This is an optimization exercise on Yosys and OpenROAD, whose aim is a short achievable clock period and few clock cycles per item, not a production implementation.
At most, simulation tests tie the RTL to the original design; equivalence was not proved.
No activity file was given, so power comes from the tool's default toggle rates.

old:
// remimo_core
module remimo_core (
    input  wire        clk,
    input  wire        rst,         
    output wire        mem_req,
    output wire        mem_we,
    output wire [15:0] mem_addr,
    output wire [15:0] mem_wdata,
    input  wire        mem_ready,
    input  wire [15:0] mem_rdata,
    output wire        halted,
    output wire [1:0]  cause,       
    output wire [15:0] pc,
    output wire [15:0] r0,
    output wire [15:0] r1,
    output wire [15:0] r2,
    output wire [15:0] r3,
    output wire [3:0]  flags        
);
Size in the first run: about 140 I/O pins, about 67000 um^2 of cells after synthesis.
Settings: LEC_CHECK=0, CAP_MARGIN=20, CORE_MARGIN=2, CORE_UTILIZATION=40, SETUP_SLACK_MARGIN=5.0, SLEW_MARGIN=20, TNS_END_PERCENT=0; clock period 7.0 ns.
run.sh (not shown) runs the stock make flow with config.mk's settings and CLKGATE_MAP_FILE= SYNTH_SCRIPT=/design/flow/synth_recipe.tcl, a recipe that flattens the netlist after the stock synthesis.
## Diff of input files: new against old
-- flow/design.v --
<<< old, line 29
    reg        lk_hit;
    reg [15:0] lk_tgt;
    reg [12:0] lk_off;
    reg        irv;                 
    reg        ir_pcf;              
>>> new, line 29
    reg        lk_hit;
    reg [15:0] lk_tgt;
    reg [7:0]  lk_off;
    reg        irv;                 
    reg        ir_pcf;              
<<< old, line 59
    reg [15:0]      bt_tag [0:BTB_N-1];
    reg [15:0]      bt_tgt [0:BTB_N-1];
    reg [12:0]      bt_off [0:BTB_N-1];   
    localparam IC_N = 16;
    reg [IC_N-1:0]  ic_v;
>>> new, line 59
    reg [15:0]      bt_tag [0:BTB_N-1];
    reg [15:0]      bt_tgt [0:BTB_N-1];
    reg [7:0]       bt_off [0:BTB_N-1];   
    localparam IC_N = 16;
    reg [IC_N-1:0]  ic_v;
<<< old, line 231
                                        : (w_sub ^ (w_cin & fc));
    wire [15:0] r      = w;
    wire        r_isb  = (r[15:12] == 4'd8);
    wire        r_bc   = (r[15:12] == 4'd9);
    wire        r_eqne = (r[11:9] == 3'd0);
>>> new, line 231
                                        : (w_sub ^ (w_cin & fc));
    wire [15:0] r      = w;
    wire        r_b    = (r[15:12] == 4'd8);
    wire        r_bc   = (r[15:12] == 4'd9);
    wire        r_eqne = (r[11:9] == 3'd0);
<<< old, line 237
    wire        r_cond = ~ex_fl ? cond_true(r[11:8], fc, fn, fv, fz)
                       : r_eqne ? (z_fast ^ r[8]) : r[8];
    wire        r_btb  = lk_hit & (r_isb | (r_bc & (~r_know | r_cond)));
    wire ic_ok   = ic_hit & ~(dst & (ea == fpc));
    wire ic_use  = dph & mem_ready & ic_ok & ~dhit & (~irv | (~ld_a & ~ld_b));
>>> new, line 237
    wire        r_cond = ~ex_fl ? cond_true(r[11:8], fc, fn, fv, fz)
                       : r_eqne ? (z_fast ^ r[8]) : r[8];
    wire        r_btb  = r_bc & lk_hit & (~r_know | r_cond);
    wire ic_ok   = ic_hit & ~(dst & (ea == fpc));
    wire ic_use  = dph & mem_ready & ic_ok & ~dhit & (~irv | (~ld_a & ~ld_b));
<<< old, line 244
    wire if_halt = if_keep & ~ex_mem & (fpc[15] | (r[15:12] > 4'd9));
    wire        f_go   = ~redirect & if_ok;
    wire        f_seq  = f_go & ~r_btb;
    wire        f_hold = ~redirect & ~if_ok;
    wire [15:0] fpc_e  = redirect ? redir_pc : (if_ok ? fpc1 : fpc);
    wire [15:0] fpc_n  = (f_go & r_btb) ? lk_tgt : fpc_e;
    wire [16:0] lk1c   = kinc16(lk_tgt);
    wire [15:0] fpc1_e = redirect ? redir_p1 : (if_ok ? fpc2 : fpc1);
    wire [15:0] fpc1_n = (f_go & r_btb) ? lk1c[15:0] : fpc1_e;
    wire [2:0]  bl_i   = fpc1[2:0];
    wire        bl_hit = bt_v[bl_i] & (bt_tag[bl_i] == fpc1);
>>> new, line 244
    wire if_halt = if_keep & ~ex_mem & (fpc[15] | (r[15:12] > 4'd9));
    wire        f_go   = ~redirect & if_ok;
    wire        f_seq  = f_go & ~r_b & ~r_btb;
    wire        f_hold = ~redirect & ~if_ok;
    wire [15:0] fpc_e  = redirect ? redir_pc : (if_ok ? fpc1 : fpc);
    wire [15:0] fpc_n  = (f_go & r_b) ? {4'd0, r[11:0]} : (f_go & r_btb) ? lk_tgt : fpc_e;
    wire [16:0] rb1c   = kinc16({4'd0, r[11:0]});
    wire [16:0] lk1c   = kinc16(lk_tgt);
    wire [15:0] fpc1_e = redirect ? redir_p1 : (if_ok ? fpc2 : fpc1);
    wire [15:0] fpc1_n = (f_go & r_b) ? rb1c[15:0] : (f_go & r_btb) ? lk1c[15:0] : fpc1_e;
    wire [2:0]  bl_i   = fpc1[2:0];
    wire        bl_hit = bt_v[bl_i] & (bt_tag[bl_i] == fpc1);
<<< old, line 287
    reg        bu_en, bu_tk;
    reg [15:0] bu_pc, bu_tgt;
    reg [12:0] bu_off;
    always @(posedge clk) begin
        bu_tk  <= ex_tk;
        bu_pc  <= epc;
        bu_tgt <= ex_tgt;
        bu_off <= ir[12:0];
        if (rst) begin
            bu_en <= 1'b0;
            bt_v  <= {BTB_N{1'b0}};
        end else begin
            bu_en <= ex_ok & (c_bc | c_b);
            if (bu_en)
                bt_v[bu_pc[2:0]] <= bu_tk;
>>> new, line 288
    reg        bu_en, bu_tk;
    reg [15:0] bu_pc, bu_tgt;
    reg [7:0]  bu_off;
    always @(posedge clk) begin
        bu_tk  <= ex_tk;
        bu_pc  <= epc;
        bu_tgt <= ex_bt[15:0];
        bu_off <= ir[7:0];
        if (rst) begin
            bu_en <= 1'b0;
            bt_v  <= {BTB_N{1'b0}};
        end else begin
            bu_en <= ex_ok & c_bc;
            if (bu_en)
                bt_v[bu_pc[2:0]] <= bu_tk;
<<< old, line 380
            lk_hit  <= 1'b0;
            lk_tgt  <= 16'd0;
            lk_off  <= 13'd0;
            dhit    <= 1'b0;
            p_seq   <= 1'b0;
>>> new, line 381
            lk_hit  <= 1'b0;
            lk_tgt  <= 16'd0;
            lk_off  <= 8'd0;
            dhit    <= 1'b0;
            p_seq   <= 1'b0;
<<< old, line 442
                end
                if (cap) begin
                    p_seq  <= ~r_btb;
                    p_tok  <= r_btb & (r[12:0] == lk_off);
                    ir_pcf <= fpc[15];
                    epc    <= fpc;
>>> new, line 443
                end
                if (cap) begin
                    p_seq  <= ~r_b & ~r_btb;
                    p_tok  <= r_b | (r_btb & (r[7:0] == lk_off));
                    ir_pcf <= fpc[15];
                    epc    <= fpc;
==> run notes <==
- Diff old -> new: share of the final layout cell area in multi-input gates went up by 1.3 points; final cell count went up by 96; clock power went down by 4.2%; register-to-register slack went up by 250 ps; non-clock buffer count in the final layout went up by 17%.
- Of new and old, old shows the lower wire length, with new above it.
- new: relative slew slack is 0.54 points higher than what old reported.
- Final weighted congestion in routability-driven placement: new and old compared, higher one is new
- Against old, post-route minimum period in new came out better.
- Core area for new is lower than for old.
- Delta (new minus old): internal power component now sits higher, count of unique library cells instantiated by Yosys went up about 9%.
- Post-synthesis adder-cell area fraction of new is on par with old.
- Between new and old, it is new whose global router's overall resource usage is higher, by 2.4 points.
Testbench counts of new, summed over its fixed seeds: cycles 110,577, instrs 103,265.
The RTL of old was laid out without a check of its function.

==> what the ideal ports hide <==
In the flow no input, the clock included, has a driving cell. The finished layouts below were timed again as built, in two steps. Step 1, drivers: a clkbuf_16 drives clk and a buf_2 each remaining input, both assumed. Step 2 adds t to the input delays and takes it off the output delays; t is the mean of the earliest and latest rising clock arrival at the registers after step 1. Input paths then give back, and output paths get back, about the clock's delay inside the block. Slacks: ideal ports / drivers / drivers and shift; pairs: ideal ports / drivers.
run | t, ns | setup slack, ns | worst setup path after step 2
old | 0.875 | 3.266 / 3.266 / 2.423 | input to register
new | 0.879 | 3.460 / 3.346 / 2.467 | input to register
After both steps every run listed still meets setup and hold. For new, which loses most, drivers alone change the setup slack by -0.114 ns; drivers and shift together by -0.993 ns.
